This is an optimization exercise on Yosys and OpenROAD, whose aim is small area, a short achievable clock period and few clock cycles, not a production implementation. Only simulation tests tie the RTL to the original design; equivalence was not proved.

Design gcx_enc, start of the top module:
module gcx_enc (
    input  wire        clk,
    input  wire        rst,         
    input  wire        in_valid,
    output wire        in_ready,
    input  wire [15:0] in_data,
    input  wire        in_key,
    input  wire        in_last,
    output wire        out_valid,
    input  wire        out_ready,
    output wire [31:0] out_data,
    output wire        out_last,
    output wire        done,
    output wire [31:0] hash,
    output wire [31:0] lcg
);
For scale: about 120 I/O pins.
export LEC_CHECK = 0
export CAP_MARGIN = 50
export CORE_MARGIN = 2
export CORE_UTILIZATION = 60
export SLEW_MARGIN = 60
create_clock -name core_clock -period 36.0 [get_ports {clk}]
run.sh (not shown) runs the stock make flow with config.mk's settings and CLKGATE_MAP_FILE= SYNTH_SCRIPT=/design/flow/synth_recipe.tcl, a recipe that flattens the netlist after the stock synthesis.
The starting point went through all stages and came out clean.
Testbench counts at the start, summed over its fixed seeds: cycles 13,294.
==> next run, changes <==
Settings changed: CORE_UTILIZATION 60 to 40.
What happened: The new run completed without violations; setup slack gets better by 0.083 ns; routed wire length went up by 2.3%; final cell count went up by about 8%; fmax went up by 0.89%; via count went down by about 1.7%; clock-buffer cell count went down by 3; sequential cell count stays the same; synthesized area stays the same.
==> next run, changes <==
Settings changed: CAP_MARGIN 50 to 20, SLEW_MARGIN 60 to 20.
After rerunning: Count of clock-buffer cells in the layout is unchanged. Design area drops slightly. Global-route usage barely changes.

---

Another version of the RTL of gcx_enc (not shown whole).
For scale: ~120 flip-flops, roughly 120 I/O pins, roughly 19000 sq um of cells after synthesis.
Settings: LEC_CHECK=0, CAP_MARGIN=50, CORE_MARGIN=2, CORE_UTILIZATION=40, SLEW_MARGIN=60; clock period 36.0 ns.
Testbench counts at the start, summed over its fixed seeds: cycles 13,046.
Change:
--- a/flow/config.mk
+++ b/flow/config.mk
@@ -7,5 +7,5 @@
 export LEC_CHECK = 0
-export CAP_MARGIN = 50
+export CAP_MARGIN = 75
 export CORE_MARGIN = 2
 export CORE_UTILIZATION = 40
-export SLEW_MARGIN = 60
+export SLEW_MARGIN = 70
What happened: The changed run passed the timing, design-rule and antenna checks; core utilization rises by 1.4 points; routed wire length rises by about 0.38%; global-route usage is about the same; die area does not change; cell area rises by 3.1%; first-iteration DRC count rises by 1.3%; worst hold slack hardly moves; sequential cell count is unchanged; via count rises by 2.1%.

---

== north ==
RTL: one of the versions met above, not the one the previous note started from.
Size: roughly 2100 cells after synthesis, ~120 flip-flops, ~120 I/O pins.
Settings: LEC_CHECK=0, CAP_MARGIN=50, CORE_MARGIN=2, CORE_UTILIZATION=40, SLEW_MARGIN=45; clock period 36.0 ns.
The final layout from north, which completed every stage, passed the timing, design-rule and antenna checks at the end of the flow.
Testbench counts of north, summed over its fixed seeds: cycles 13,294.
--- input diff north..south ---
# north
export LEC_CHECK = 0
export CAP_MARGIN = 50
export CORE_MARGIN = 2
export CORE_UTILIZATION = 40
export SLEW_MARGIN = 45
create_clock -name core_clock -period 36.0 [get_ports {clk}]
# south
export LEC_CHECK = 0
export CAP_MARGIN = 50
export CORE_MARGIN = 2
export CORE_UTILIZATION = 40
export SLEW_MARGIN = 85
create_clock -name core_clock -period 36.0 [get_ports {clk}]
Diff north -> south | number of standard cells in the final layout excluding fillers | increase of 290
Comparing south and north, the higher signed area change from the synthesized netlist to the final layout is on south.
south and north ended up with nearly the same share of flip-flops with an asynchronous set or reset.

---

== job 8637 ==
Another version of the RTL of gcx_enc (not shown whole).
Size: ~2300 cells after synthesis, about 0.018 mm^2 of cells after synthesis.
clock: 36.0 ns
lec_check: 0
abc_area: 1
cap_margin: 50
core_margin: 2
core_utilization: 40
place_density_lb_addon: 0.2
slew_margin: 60
Job 8637: no failed stages, no open violations at the end
Testbench counts of job 8637, summed over its fixed seeds: cycles 13,046.
Edits applied to the flow inputs when going from job 8637 to job 8456:
--- a/flow/config.mk
+++ b/flow/config.mk
@@ -12 +11,0 @@
-export PLACE_DENSITY_LB_ADDON = 0.2
## What came out
Job 8456 did not stop at any stage, and its layout met the timing, design-rule and antenna checks.
Post-detailed-placement half-perimeter wirelength: job 8456 vs job 8637 — no meaningful difference
Any difference in depth of the CTS H-tree between job 8637 and job 8456 is small enough to ignore.
~same routed wire length in job 8637 and job 8456
The setup slack of job 8456 is larger than that of job 8637.
There was hardly any difference in via count between job 8637 and job 8456.
The lower fraction of the cycle the final worst path needs came out of job 8456.
Final cell count essentially unchanged between job 8456 and job 8637.
Diff job 8637..job 8456 | combined global-route utilization of all metal layers | negligible

-- what the ideal ports hide --
How much do the figures lean on ideal ports? The routed layouts below were timed once more, with nothing changed but the port constraints.
Step 1 assumes that a clkbuf_16 drives the clock port and a buf_2 every other input.
Step 2 moves the port delays by t, midway between the first and last clock arrival at a register: inputs arrive t later, outputs are due t later. That takes back most of the time a late clock gives input paths.
Slacks: ideal ports / drivers / drivers and shift; pairs: ideal ports / drivers.
run	t, ns	slack for setup (ns)	hold WS [ns]	worst data-port slew with drivers (ns)
the first run of note 1	0.477	26.625 / 26.656 / 26.179	0.474 / 0.474 / 0.474	0.03
the second run of note 1	0.478	26.708 / 26.735 / 26.257	0.474 / 0.474 / 0.474	0.03
the third run of note 1	0.484	26.127 / 26.156 / 25.672	0.477 / 0.477 / 0.477	0.04
the first run of note 2	0.487	26.689 / 26.666 / 26.224	0.434 / 0.434 / 0.434	0.04
the second run of note 2	0.483	26.733 / 26.691 / 26.275	0.436 / 0.436 / 0.436	0.04
north	0.482	26.701 / 26.686 / 26.249	0.476 / 0.476 / 0.476	0.03
south	0.474	24.698 / 24.698 / 24.698	0.494 / 0.494 / 0.494	0.04
job 8637	0.416	26.532 / 26.482 / 26.267	0.449 / 0.449 / 0.449	0.04
job 8456	0.414	26.616 / 26.568 / 26.328	0.440 / 0.440 / 0.440	0.04
After both steps every run listed still meets setup and hold. For the first run of note 2, which loses most, drivers alone change the setup slack by -0.023 ns; drivers and shift together by -0.465 ns.
